This design comes from an exercise in tuning for small area on the open sky130 flow, not from production work.
Function was checked by simulation only, so behaviour that the tests miss may differ from the original.
No activity file was given, so power comes from the tool's default toggle rates.

Setup of run A:
## sha512_engine
module sha512_engine (
  input  wire        clk,
  input  wire        rst,           
  input  wire        req_valid,
  input  wire        req_we,
  input  wire [6:0]  req_addr,
  input  wire [63:0] req_wdata,
  output wire        req_ready,
  output reg         rsp_valid,
  output wire [63:0] rsp_rdata
);
Size in the first run: about 7900 cells after synthesis, ~3200 flip-flops, roughly 140 I/O pins, about 120000 um2 of cells after synthesis.
clock: 16.0 ns
lec_check: 0
cap_margin: 20
core_margin: 2
core_utilization: 50
place_density: 0.6
slew_margin: 20
synth_memory_max_bits: 16384
standard.sh (not shown) runs the stock make flow with config.mk's settings and CLKGATE_MAP_FILE= SYNTH_SCRIPT=/design/flow/synth_recipe.tcl, a recipe that flattens the netlist after the stock synthesis.
==> flow/flow/run.sh <==
#!/bin/bash
# Own layout flow: the standard ORFS flow with an area-oriented ABC
# script in synthesis, the smallest buffer on each port, a clock tree without
# dummy loads, and antenna repair with a margin and more rounds.  Each
# tool's output is in orfs/logs/; make's own output in flow_make.log.
set -euo pipefail
WORK=$PWD
export AREA_ABC_SCRIPT=$WORK/flow/area.abc
CTS="-sink_clustering_enable -repair_clock_nets -dont_use_dummy_load -sink_buffer_max_cap_derate 1.0 -buf_list {sky130_fd_sc_hd__clkbuf_16} -sink_clustering_size 25 -sink_clustering_max_diameter 80 -clustering_exponent 2"
bash standard.sh SYNTH_SCRIPT=$WORK/flow/synth_area.tcl "CTS_ARGS=$CTS" \
  "BUFFER_PORTS_ARGS=-buffer_cell sky130_fd_sc_hd__buf_1" MAX_REPAIR_ANTENNAS_ITER_DRT=8 \
  PRE_GLOBAL_ROUTE_TCL=$WORK/flow/antenna.tcl PRE_DETAIL_ROUTE_TCL=$WORK/flow/antenna.tcl \
  finish > $WORK/flow_make.log 2>&1
==> flow/flow/antenna.tcl <==
# Sourced before global and detailed routing: every antenna repair aims 30%
# below the antenna ratio limits, so that the few long, lightly loaded nets
# do not need round after round of re-routing.
if { [llength [info commands repair_antennas_std]] == 0 } {
  rename repair_antennas repair_antennas_std
  proc repair_antennas { args } { repair_antennas_std {*}$args -ratio_margin 30 }
}
==> flow/flow/area.abc <==
strash
&get -n
&st
&syn2
&dch
&nf -R 1000
&put
strash
&get -n
&st
&synch2
&dch -f
&nf -a -R 1000
&put
strash
&get -n
&st
&synch2
&dch -f
&nf -p -a -R 1000 -F 8 -A 6 -C 32
&put
topo
stime -c
stime -c
==> flow/flow/synth_area.tcl <==
# synth_recipe.tcl with one change: Yosys's abc pass runs flow/area.abc, an
# area-oriented mapping script, in place of ORFS's default script.
proc synth {args} { yosys synth -nofsm -noshare {*}$args }
proc abc {args} {
  set i [lsearch -exact $args -script]
  if { $i >= 0 } { lset args [expr { $i + 1 }] $::env(AREA_ABC_SCRIPT) }
  yosys abc {*}$args
}
source $::env(SCRIPTS_DIR)/synth.tcl
# left out here: clear keep_hierarchy, flatten, clean up, hide names made inside functions, write 1_2_yosys.v
The flow did not stop early for run A: all stages ran, and the layout cleared the timing, design-rule and antenna checks.
## Diff of input files: run B against run A
--- a/flow/flow/area.abc
+++ b/flow/flow/area.abc
@@ -20 +20 @@
-&nf -p -a -R 1000 -F 8 -A 6 -C 32
+&nf -p -a -R 1000
@@ -23,0 +24,3 @@
+buffer -c
+upsize -c
+dnsize -c
[summary]
| clock input transition at the sequential cells of the worst setup and hold paths | run A vs run B | ≈ equal |. Against run A, wire length in run B fell by a few percent. Reported for run B and run A, max-cap check violation count turned out identical to the last digit. Looking at launch point of the critical path, the oh[23] result is from run A; the oh[31] one comes from run B.
For run C, these inputs were changed with respect to run B:
# run B
export LEC_CHECK = 0
export CAP_MARGIN = 20
export CORE_MARGIN = 2
export CORE_UTILIZATION = 50
export PLACE_DENSITY = 0.6
export SLEW_MARGIN = 20
export SYNTH_MEMORY_MAX_BITS = 16384
create_clock -name core_clock -period 16.0 [get_ports {clk}]
# run C
export LEC_CHECK = 0
export CAP_MARGIN = 20
export CORE_MARGIN = 2
export CORE_UTILIZATION = 55
export PLACE_DENSITY = 0.7
export SLEW_MARGIN = 20
export SYNTH_MEMORY_MAX_BITS = 16384
create_clock -name core_clock -period 16.0 [get_ports {clk}]
--- a/flow/flow/area.abc
+++ b/flow/flow/area.abc
@@ -20 +20 @@
-&nf -p -a -R 1000
+&nf -p -a -R 1000 -F 8 -A 6 -C 32
--- outcome ---
- Every run in the comparison, run C and run B, completed the flow with a clean layout.
- Against run B, maximum number of pins on one net before global-route repair in run C fell by more than a quarter.
- Half-perimeter wire length after detailed placement shrinks by a few percent when moving from run B to run C.
- Clock-buffer cell count down 4 in run C wrt run B
- Wire length per cell after detailed routing across run C and run B: no real change.
- Going from run B to run C, wire length shrank by a few percent.
- [compare] base=run B new=run C: global-route wire length before repair fell by about 2.5%; multiplexer share of the synthesized area stayed essentially flat; delay of the slowest cell on the worst path rose by 50 ps.
- Compared with run B, run C shows a lower cell count.
- Run C against run B: overall die width shrank by 4.7%, design area shrank by 0.32%.
Changes in run D relative to run C:
# run C
export LEC_CHECK = 0
export CAP_MARGIN = 20
export CORE_MARGIN = 2
export CORE_UTILIZATION = 55
export PLACE_DENSITY = 0.7
export SLEW_MARGIN = 20
export SYNTH_MEMORY_MAX_BITS = 16384
create_clock -name core_clock -period 16.0 [get_ports {clk}]
# run D
export LEC_CHECK = 0
export CAP_MARGIN = 20
export CORE_MARGIN = 2
export CORE_UTILIZATION = 60
export PLACE_DENSITY = 0.75
export SLEW_MARGIN = 20
export SYNTH_MEMORY_MAX_BITS = 16384
create_clock -name core_clock -period 16.0 [get_ports {clk}]
--- a/flow/flow/run.sh
+++ b/flow/flow/run.sh
@@ -9 +9 @@
-CTS="-sink_clustering_enable -repair_clock_nets -dont_use_dummy_load -sink_buffer_max_cap_derate 1.0 -buf_list {sky130_fd_sc_hd__clkbuf_16} -sink_clustering_size 25 -sink_clustering_max_diameter 80 -clustering_exponent 2"
+CTS="-sink_clustering_enable -repair_clock_nets -dont_use_dummy_load -sink_buffer_max_cap_derate 1.0 -buf_list {sky130_fd_sc_hd__clkbuf_16} -sink_clustering_size 25 -sink_clustering_max_diameter 100 -clustering_exponent 2"
--- outcome ---
~same buffering overhead in run C and run D
Diff run C -> run D: pre-CTS setup slack lost 610 ps; row count now sits lower; smallest setup slack after layout dropped 270 ps; global-route wire length before repair moved down.
In terms of clock insertion delay at the later pin of the skew report, run D and run C differ only marginally.
Sequential portion of the cell area (run D over run C): increase, 0.28 points
| max-slew headroom at the worst pin | higher: run C |
Run D: hold slack lower than run C

* * *

Another version of the RTL of sha512_engine (not shown whole).
Size in the first run: ~8400 cells after synthesis, ~3200 flip-flops, roughly 140 I/O pins, about 120000 sq um of cells after synthesis.
Settings: LEC_CHECK=0, CAP_MARGIN=20, CORE_MARGIN=2, CORE_UTILIZATION=50, PLACE_DENSITY=0.6, SLEW_MARGIN=20, SYNTH_MEMORY_MAX_BITS=16384; clock period 16.0 ns.
==> flow/flow/run.sh <==
#!/bin/bash
# Own layout flow: the standard ORFS flow with an area-oriented ABC
# script in synthesis, the smallest buffer on each port, a clock tree without
# dummy loads, and antenna repair with a margin and more rounds.  Each
# tool's output is in orfs/logs/; make's own output in flow_make.log.
set -euo pipefail
WORK=$PWD
export AREA_ABC_SCRIPT=$WORK/flow/area.abc
CTS="-sink_clustering_enable -repair_clock_nets -dont_use_dummy_load -sink_buffer_max_cap_derate 1.0 -buf_list {sky130_fd_sc_hd__clkbuf_8} -sink_clustering_size 16 -sink_clustering_max_diameter 40"
bash standard.sh SYNTH_SCRIPT=$WORK/flow/synth_area.tcl "CTS_ARGS=$CTS" \
  "BUFFER_PORTS_ARGS=-buffer_cell sky130_fd_sc_hd__buf_1" MAX_REPAIR_ANTENNAS_ITER_DRT=8 \
  PRE_GLOBAL_ROUTE_TCL=$WORK/flow/antenna.tcl PRE_DETAIL_ROUTE_TCL=$WORK/flow/antenna.tcl \
  finish > $WORK/flow_make.log 2>&1
==> flow/flow/area.abc <==
strash
&get -n
&deepsyn -T 300
&put
&get -n
&dch -f
&nf -p -a -R 1000
&put
topo
stime -c
buffer -c
upsize -c
dnsize -c
stime -c
Scripts as last shown in full above: flow/flow/antenna.tcl, flow/flow/synth_area.tcl
The starting point completed without violations.
Next try:
--- a/flow/flow/run.sh
+++ b/flow/flow/run.sh
@@ -7,5 +7,5 @@
 WORK=$PWD
 export AREA_ABC_SCRIPT=$WORK/flow/area.abc
-CTS="-sink_clustering_enable -repair_clock_nets -dont_use_dummy_load -sink_buffer_max_cap_derate 1.0 -buf_list {sky130_fd_sc_hd__clkbuf_8} -sink_clustering_size 16 -sink_clustering_max_diameter 40"
+CTS="-sink_clustering_enable -repair_clock_nets -dont_use_dummy_load -sink_buffer_max_cap_derate 1.0 -buf_list {sky130_fd_sc_hd__clkbuf_16} -sink_clustering_size 25 -sink_clustering_max_diameter 80 -clustering_exponent 2"
 bash standard.sh SYNTH_SCRIPT=$WORK/flow/synth_area.tcl "CTS_ARGS=$CTS" \
   "BUFFER_PORTS_ARGS=-buffer_cell sky130_fd_sc_hd__buf_1" MAX_REPAIR_ANTENNAS_ITER_DRT=8 \
==> flow/flow/area.abc (replaced) <==
strash
&get -n
&st
&syn2
&dch
&nf -R 1000
&put
strash
&get -n
&st
&synch2
&dch -f
&nf -a -R 1000
&put
strash
&get -n
&st
&synch2
&dch -f
&nf -p -a -R 1000
&put
topo
stime -c
buffer -c
upsize -c
dnsize -c
stime -c
Effect:
- The new run ran to the end with no violations
- via count decreases by 3.7%
- clock-buffer cell count drops by 233
- worst setup slack is better by 2.6 ns
- global-route usage drops by 4.3 points
Next try:
==> flow/flow/run.sh (replaced) <==
#!/bin/bash
# Own layout flow: the standard ORFS flow with an area-oriented ABC
# script in synthesis, the smallest buffer on each port, a clock tree without
# dummy loads, and more antenna-repair rounds after detailed routing.  Each
# tool's output is in orfs/logs/; make's own output in flow_make.log.
set -euo pipefail
WORK=$PWD
export AREA_ABC_SCRIPT=$WORK/flow/area.abc
CTS="-sink_clustering_enable -repair_clock_nets -dont_use_dummy_load -sink_buffer_max_cap_derate 1.0 -buf_list {sky130_fd_sc_hd__clkbuf_8} -sink_clustering_size 16 -sink_clustering_max_diameter 40"
bash standard.sh SYNTH_SCRIPT=$WORK/flow/synth_area.tcl "CTS_ARGS=$CTS" \
  "BUFFER_PORTS_ARGS=-buffer_cell sky130_fd_sc_hd__buf_1" MAX_REPAIR_ANTENNAS_ITER_DRT=8 \
  finish > $WORK/flow_make.log 2>&1
removed: flow/flow/antenna.tcl
Result:
- The new run completed with no timing, DRC or antenna violations
- clock power rose by 17%
- clock-buffer cell count rose by 248
- hold slack is worse by 0.019 ns
- sequential power hardly moves
Next try:
==> flow/flow/run.sh (replaced) <==
#!/bin/bash
# Own layout flow: the standard ORFS flow with an area-oriented ABC
# script in synthesis, the smallest buffer on each port, a clock tree without
# dummy loads, and antenna repair with a margin and more rounds.  Each
# tool's output is in orfs/logs/; make's own output in flow_make.log.
set -euo pipefail
WORK=$PWD
export AREA_ABC_SCRIPT=$WORK/flow/area.abc
CTS="-sink_clustering_enable -repair_clock_nets -dont_use_dummy_load -sink_buffer_max_cap_derate 1.0 -buf_list {sky130_fd_sc_hd__clkbuf_16} -sink_clustering_size 25 -sink_clustering_max_diameter 60 -clustering_exponent 2"
bash standard.sh SYNTH_SCRIPT=$WORK/flow/synth_area.tcl "CTS_ARGS=$CTS" \
  "BUFFER_PORTS_ARGS=-buffer_cell sky130_fd_sc_hd__buf_1" MAX_REPAIR_ANTENNAS_ITER_DRT=8 \
  PRE_GLOBAL_ROUTE_TCL=$WORK/flow/antenna.tcl PRE_DETAIL_ROUTE_TCL=$WORK/flow/antenna.tcl \
  finish > $WORK/flow_make.log 2>&1
==> flow/flow/antenna.tcl (new file) <==
# Sourced before global and detailed routing: every antenna repair aims 30%
# below the antenna ratio limits, so that the few long, lightly loaded nets
# do not need round after round of re-routing.
if { [llength [info commands repair_antennas_std]] == 0 } {
  rename repair_antennas repair_antennas_std
  proc repair_antennas { args } { repair_antennas_std {*}$args -ratio_margin 30 }
}
Outcome: Die area does not change; worst hold slack degrades by 0.074 ns; global-route usage went down by 0.28 points.

afterwards: timing with drivers on the ports:
No port has a modelled driver above. Below, the same layouts with a new extraction and two added sets of constraints.
Step 1 sets driving cells, clkbuf_16 on the clock port and buf_2 on the other inputs (assumed; they add their load-dependent delay and slew).
Step 2 adds t to the input delays and takes it off the output delays; t is the mean of the earliest and latest rising clock arrival at the registers after step 1. Input paths then give back, and output paths get back, about the clock's delay inside the block.
Slacks: ideal / step 1 / step 2; pairs: ideal / step 1.
run | shift t [ns] | setup slack, ns | worst setup path at the end
run A | 0.907 | 3.701 / 3.701 / 3.701 | register to register
run B | 0.950 | 4.885 / 4.885 / 4.885 | register to register
run C | 0.941 | 4.049 / 4.049 / 4.049 | register to register
run D | 0.928 | 3.774 / 3.774 / 3.774 | register to register
the first run of note 2 | 1.198 | 2.117 / 2.117 / 2.117 | register to register
the second run of note 2 | 0.963 | 4.712 / 4.712 / 4.712 | register to register
the third run of note 2 | 1.093 | 4.676 / 4.676 / 4.676 | register to register
the fourth run of note 2 | 0.948 | 4.660 / 4.660 / 4.660 | register to register
After both steps every run listed still meets setup and hold.
